This is an optimization exercise on Yosys and OpenROAD, whose aim is small area, a short achievable clock period and few clock cycles, not a production implementation. In this exercise RTL edits were held to simulation tests only and were not proved equivalent to the original. Power is estimated from default activity; no workload was simulated.

job 4313:
## sdl_cc
module sdl_cc (
    input  wire        clk,
    input  wire        rst,             
    input  wire [15:0] cfg_setpoint,
    input  wire [15:0] cfg_deadband,
    input  wire [6:0]  cfg_base_speed,
    input  wire [6:0]  cfg_max_speed,
    input  wire [6:0]  cfg_init_speed,
    input  wire [6:0]  cfg_creep_step,
    input  wire [31:0] cfg_kp,
    input  wire [31:0] cfg_ki,
    input  wire [31:0] cfg_kd,
    input  wire [31:0] cfg_dt,
    input  wire        cfg_map_mode,    
    input  wire        cfg_sp_sense,    
    input  wire        rq_valid,
    output wire        rq_ready,
    input  wire [19:0] rq_data,
    output reg         mc_valid,
    output wire [16:0] mc_out,
    output wire        fault
);
    localparam [1:0] ST_STOP = 2'd0, ST_ACCEL = 2'd1, ST_CONTROL = 2'd2;
    localparam [3:0] OP_START = 4'h1, OP_STOP = 4'h2, OP_TICK = 4'h3, OP_ITER = 4'h4;
    localparam I_IDLE = 0, I_STEP = 1, I_F1 = 2, I_MAP = 3;
    reg               run_q, sp_q, tick_q, stop_done_q, fault_q;
    reg        [1:0]  fsm_q;
    reg        [6:0]  ramp_q;
    reg signed [7:0]  lspeed_q, rspeed_q;
    reg        [15:0] lpos_q;       
    reg               kind_q;       
    reg        [47:0] int_q;        
    reg        [79:0] p_q;          
    wire       [31:0] kp_r = cfg_kp;
    wire       [31:0] kd_r = cfg_kd;
    wire       [30:0] dt_r = cfg_dt[30:0];
    reg               dt_bad_r;
    reg               pre_q;        
    reg        [62:0] kidt_q;       
    reg        [64:0] kda_q;        
    reg        [30:0] b_q;          
    reg               busy_q;
    reg        [3:0]  dp_q;
    reg               redo_q;       
    reg               rsp_q;        
    reg        [5:0]  cnt_q;        
    reg        [16:0] e_q;          
    reg        [15:0] x_q;          
    reg               xsgn_q;
    reg               inb_q;        
    reg               dn_q, d1_q, d2_q;    
  ...
make LEC_CHECK=0 CAP_MARGIN=20 CORE_MARGIN=2 CORE_UTILIZATION=40 SETUP_SLACK_MARGIN=5 SLEW_MARGIN=20 finish   # period 14.0 ns
run.sh (not shown) runs the stock make flow with config.mk's settings and CLKGATE_MAP_FILE= SYNTH_SCRIPT=/design/flow/synth_recipe.tcl, a recipe that flattens the netlist after the stock synthesis.
Testbench counts of job 4313, summed over its fixed seeds: cycles 50,493.
For job 959, these inputs were changed with respect to job 4313:
--- a/flow/design.v
+++ b/flow/design.v
@@ -31,14 +31,15 @@
     reg               kind_q;       
     reg        [47:0] int_q;        
     reg        [79:0] p_q;          
     wire       [31:0] kp_r = cfg_kp;
     wire       [31:0] kd_r = cfg_kd;
     wire       [30:0] dt_r = cfg_dt[30:0];
     reg               dt_bad_r;
+    reg        [31:0] ki_r;
     reg               pre_q;        
     reg        [62:0] kidt_q;       
     reg        [64:0] kda_q;        
     reg        [30:0] b_q;          
     reg               busy_q;
     reg        [3:0]  dp_q;
     reg               redo_q;       
@@ -115,15 +116,15 @@
     wire [3:0]  a_js  = first_step(e_p[15:0] ^ {16{e_p[16]}}, a_x);
     wire [2:0]  a_bd  = booth(a_e32, {2'b00, a_js});
     wire [31:0] l_e32 = {{15{e_q[16]}}, e_q};
     wire st_step = dp_q[I_STEP];
     wire satp    = !we_q[48] &&  we_q[47];
     wire satn    =  we_q[48] && !we_q[47];
     wire sb      = xsgn_q & !pre_q & !redo_q;     
-    wire [79:0] ki80 = {{48{cfg_ki[31]}}, cfg_ki};
+    wire [79:0] ki80 = {{48{ki_r[31]}}, ki_r};
     wire [79:0] fa0  = redo_q ? (rsp_q ? {ki80[32:0], 47'd0} : ~{ki80[32:0], 47'd0}) :
                        pre_q  ? 80'd0 : p_q;
     wire [79:0] fa1  = redo_q ? (rsp_q ? ~ki80 : 80'd0) : wa_q;
     wire [79:0] kidt80 = {{17{kidt_q[62]}}, kidt_q};
     wire [79:0] bk_a   = (d1_q ? kidt80 : 80'd0) | (d2_q ? {kidt80[78:0], 1'b0} : 80'd0);
     wire [79:0] a_op0  = st_step ? {wa_q[77:0], 2'b00} : fa0;
     wire [79:0] a_op1  = st_step ? (bk_a ^ {80{dn_q}}) : fa1;
@@ -194,14 +195,15 @@
     wire signed [11:0] r_v     = creep ? r_creep : r_int;
     wire signed [11:0] c_hi    = cfg_map_mode ? 12'sd100 : {5'd0, cfg_max_speed};
     wire signed [11:0] c_lo    = cfg_map_mode ? 12'sd0   : -{5'd0, cfg_max_speed};
     wire signed [7:0]  l_map   = (l_v < c_lo) ? c_lo[7:0] : (l_v > c_hi) ? c_hi[7:0] : l_v[7:0];
     wire signed [7:0]  r_map   = (r_v < c_lo) ? c_lo[7:0] : (r_v > c_hi) ? c_hi[7:0] : r_v[7:0];
     always @(posedge clk) begin
         dt_bad_r  <= cfg_dt[31] || (cfg_dt == 32'd0);
+        ki_r      <= cfg_ki;
     end
     always @(posedge clk) begin
         if (rst) begin
             run_q       <= 1'b0;
             sp_q        <= 1'b0;
             tick_q      <= 1'b0;
             stop_done_q <= 1'b0;
--- outcome ---
[job 959] antenna diode instance count fell 8 relative to job 4313. Worst setup slack delta (job 959 − job 4313): favourable. On number of global-route vias before repair: between job 959 and job 4313, it ends up higher for job 959. Worst hold path stage count ended up 1 higher on job 959 than on job 4313. | worst-skew pair later-pin latency | job 959 vs job 4313 | 0.02 ns higher |. Job 959 ended with less met1 wire length than job 4313. In the metrics for job 959 and job 4313, the one carrying the higher slew of the pin with the lowest slew margin is job 4313. For the global-route wire length before repair, job 959 came in 2.4% higher than job 4313 did. Diff job 959 and job 4313: layout overhead on the synthesized area higher in job 4313. Sequential power essentially unchanged between job 4313 and job 959. Relative to job 4313, the synthesized area per cell measured on job 959 has increased slightly. Per the comparison of job 959 with job 4313, cell area after layout +about 0.9%; number of gates on the worst path with buffers counted -2.
Testbench counts of job 959, summed over its fixed seeds: cycles 50,493.

---

== fjord ==
Another version of the RTL of sdl_cc (not shown whole).
Size: about 8000 cells after synthesis, about 230 I/O pins.
==> flow/config.mk <==
export PLATFORM = sky130hd
export DESIGN_NAME = sdl_cc
export DESIGN_NICKNAME = sdl_cc
export VERILOG_FILES = /design/flow/design.v
export SDC_FILE = /design/flow/constraint.sdc
export NUM_CORES = 4
export LEC_CHECK = 0
export CAP_MARGIN = 20
export CORE_MARGIN = 2
export CORE_UTILIZATION = 40
export SETUP_SLACK_MARGIN = 5
export SLEW_MARGIN = 20
==> flow/constraint.sdc <==
create_clock -name core_clock -period 14.0 [get_ports {clk}]
set_input_delay 2.8000 -clock core_clock [delete_from_list [all_inputs] [get_ports {clk}]]
set_output_delay 2.8000 -clock core_clock [all_outputs]
set_load 0.01 [all_outputs]
Testbench counts of fjord, summed over its fixed seeds: cycles 50,493.
#### Input delta (violet over fjord)
--- a/flow/design.v
+++ b/flow/design.v
@@ -46,24 +46,23 @@
     reg        [15:0] x_q;          
     reg               xsgn_q;
     reg               inb_q;        
     reg               dn_q, d1_q, d2_q;    
     reg               bx_q;         
     reg        [79:0] wa_q;         
     reg        [48:0] we_q;         
     reg        [47:0] wp_q;         
     reg        [81:0] wb_q;         
     reg        [30:0] rem_q;
     reg        [1:0]  qd_q;
-    wire   pid_next;
-    assign rq_ready = !busy_q && !(pre_q && pid_next);
+    assign rq_ready = !busy_q;
     assign fault    = fault_q;
     assign mc_out   = {kind_q, lspeed_q, rspeed_q};
     function [3:0] msb16(input [15:0] v);
         integer i;
         begin
             msb16 = 4'd0;
             for (i = 0; i < 16; i = i + 1)
                 if (v[i]) msb16 = i[3:0];
         end
     endfunction
     function [3:0] first_step(input [15:0] u, input [15:0] x);
@@ -80,47 +79,48 @@
     function [2:0] booth(input [31:0] v, input [5:0] t);
         reg b2, b1, b0;
         begin
             b2 = (t > 6'd15) ? v[31] : v[{t[3:0], 1'b1}];
             b1 = (t > 6'd15) ? v[31] : v[{t[3:0], 1'b0}];
             b0 = (t > 6'd16) ? v[31] : (t == 6'd0) ? 1'b0 : v[{t[4:0], 1'b0} - 6'd1];
             booth = {b2 & !(b1 & b0), b1 ^ b0, (b2 & !b1 & !b0) | (!b2 & b1 & b0)};
         end
     endfunction
     wire [3:0]  rq_op  = rq_data[19:16];
     wire [15:0] rq_arg = rq_data[15:0];
-    wire        accept = rq_valid && rq_ready;
+    wire        accept = rq_valid && !busy_q;
     reg [1:0] dest;
     always @(*) begin
         if (!run_q)
             dest = ST_STOP;
         else if (fsm_q == ST_STOP)
             dest = ST_ACCEL;
         else if (sp_q)
             dest = ST_ACCEL;
         else
             dest = ST_CONTROL;
     end
-    assign pid_next = tick_q && (dest == ST_CONTROL);
     wire [6:0] ramp_next = (ramp_q + 7'd1 > cfg_max_speed) ? cfg_max_speed : ramp_q + 7'd1;
     wire [16:0] e_p  = {1'b0, rq_arg} - {1'b0, cfg_setpoint};
     wire [16:0] d_p  = {1'b0, rq_arg} - {1'b0, lpos_q};
     wire [16:0] d_n  = {1'b0, lpos_q} - {1'b0, rq_arg};
     wire [15:0] a_x  = d_p[16] ? d_n[15:0] : d_p[15:0];
     wire [16:0] spdb = {1'b0, cfg_setpoint} + {1'b0, cfg_deadband};
     wire [16:0] padb = {1'b0, rq_arg} + {1'b0, cfg_deadband};
     wire        band_arg = ({1'b0, rq_arg} < spdb) && (padb > {1'b0, cfg_setpoint});
     wire [31:0] a_e32 = {{15{e_p[16]}}, e_p};
     wire [3:0]  a_js  = first_step(e_p[15:0] ^ {16{e_p[16]}}, a_x);
     wire [2:0]  a_bd  = booth(a_e32, {2'b00, a_js});
     wire [31:0] l_e32 = {{15{e_q[16]}}, e_q};
+    wire [3:0]  l_js  = first_step(e_q[15:0] ^ {16{e_q[16]}}, x_q);
+    wire [2:0]  l_bd  = booth(l_e32, {2'b00, l_js});
     wire st_step = dp_q[I_STEP];
     wire st_f1   = dp_q[I_F1];
     wire st_sat1 = dp_q[I_SAT1];
     wire satp    = !we_q[48] &&  we_q[47];
     wire satn    =  we_q[48] && !we_q[47];
     wire sb      = xsgn_q & !pre_q;               
     wire [79:0] ki80 = {{48{cfg_ki[31]}}, cfg_ki};
     wire [79:0] kidt80 = {{17{kidt_q[62]}}, kidt_q};
     wire [79:0] bk_a   = (d1_q ? kidt80 : 80'd0) | (d2_q ? {kidt80[78:0], 1'b0} : 80'd0);
     reg  [79:0] a_op0, a_op1;
     reg         a_ci;
@@ -290,41 +290,59 @@
                         tick_q <= 1'b0;
                         if (dt_bad_r) begin
                             fault_q <= 1'b1;
                         end else begin
                             busy_q <= 1'b1;
                             sp_q   <= band_arg ^ cfg_sp_sense;
                             lpos_q <= rq_arg;
                             inb_q  <= band_arg;
                             e_q    <= e_p;
                             xsgn_q <= d_p[16];
                             x_q    <= a_x;
-                            cnt_q <= {2'b00, a_js};
-                            dn_q  <= a_bd[2];
-                            d1_q  <= a_bd[1];
-                            d2_q  <= a_bd[0];
-                            bx_q  <= a_x[a_js];
-                            wa_q  <= 80'd0;
-                            we_q  <= 49'd0;
-                            wp_q  <= 48'd0;
-                            wb_q  <= 82'd0;
-                            rem_q <= 31'd0;
-                            qd_q  <= 2'd0;
-                            dp_q  <= 6'd1 << I_STEP;
+                            if (!pre_q) begin
+                                cnt_q <= {2'b00, a_js};
+                                dn_q  <= a_bd[2];
+                                d1_q  <= a_bd[1];
+                                d2_q  <= a_bd[0];
+                                bx_q  <= a_x[a_js];
+                                wa_q  <= 80'd0;
+                                we_q  <= 49'd0;
+                                wp_q  <= 48'd0;
+                                wb_q  <= 82'd0;
+                                rem_q <= 31'd0;
+                                qd_q  <= 2'd0;
+                                dp_q  <= 6'd1 << I_STEP;
+                            end
                         end
                     end
                     endcase
                 end
                 default: ;
                 endcase
             end
+            if (dp_q[I_IDLE]) begin
+                if (busy_q) begin
+                    cnt_q <= {2'b00, l_js};
+                    dn_q  <= l_bd[2];
+                    d1_q  <= l_bd[1];
+                    d2_q  <= l_bd[0];
+                    bx_q  <= x_q[l_js];
+                    wa_q  <= 80'd0;
+                    we_q  <= 49'd0;
+                    wp_q  <= 48'd0;
+                    wb_q  <= 82'd0;
+                    rem_q <= 31'd0;
+                    qd_q  <= 2'd0;
+                    dp_q  <= 6'd1 << I_STEP;
+                end
+            end
             if (dp_q[I_STEP]) begin
                 wa_q  <= a_res;
                 we_q  <= e_res;
                 wp_q  <= p_res;
                 wb_q  <= b_res;
                 rem_q <= r_nxt;
                 qd_q  <= q_dig;
                 dn_q  <= n_bd[2];
                 d1_q  <= n_bd[1];
                 d2_q  <= n_bd[0];
                 bx_q  <= n_bx;
Findings:
Between fjord and violet, the flow reports area of all placed cells without fillers increasing slightly. From fjord to violet, global route total overflow did not move at all. Launching element of the worst setup path = cfg_ki[0]: violet; launching element of the worst setup path = cfg_ki[31]: fjord. Timing, DRC, antenna: 0 failures across violet and fjord. When violet is measured against fjord, its combined area of the multi-input logic cells turns out 1.8% higher. Note that the met3 wire length recorded for violet amounts to 1.2 times the value seen in fjord. Of violet and fjord, it is violet that has the lower number of clock buffer instances in the layout. violet vs fjord: shortest period the worst path allows up in violet. [violet vs fjord] number of library cell types mapped by synthesis: higher in violet.
Testbench counts of violet, summed over its fixed seeds: cycles 50,489.

[what the ideal ports hide]
In the flow no input, the clock included, has a driving cell. The finished layouts below were timed again as built, in two steps.
Step 1 sets driving cells, clkbuf_16 on the clock port and buf_2 on the other inputs (assumed; they add their load-dependent delay and slew).
Step 2, shift: input delay + t, output delay - t, t = (earliest + latest rising clock arrival at the registers) / 2. This alone moves slack from input paths to output paths.
Three values: ideal, step 1, step 2; two values: the first two.
| run | t (ns) | setup WS [ns] | worst setup path at the end | worst slew at a driven data input, ns | cell pins on the clock port's net |
|---|---|---|---|---|---|
| job 4313 | 0.814 | 4.939 / 4.994 / 4.181 | input to register | 0.16 | 1 |
| job 959 | 0.828 | 5.223 / 5.262 / 4.447 | input to register | 0.10 | 1 |
| fjord | 0.817 | 5.368 / 5.425 / 4.608 | input to register | 0.10 | 1 |
| violet | 0.808 | 5.252 / 5.319 / 4.511 | input to register | 0.13 | 1 |
After both steps setup and hold are still met in every run listed. For job 959, which loses most, drivers alone change the setup slack by +0.039 ns; drivers and shift together by -0.776 ns.
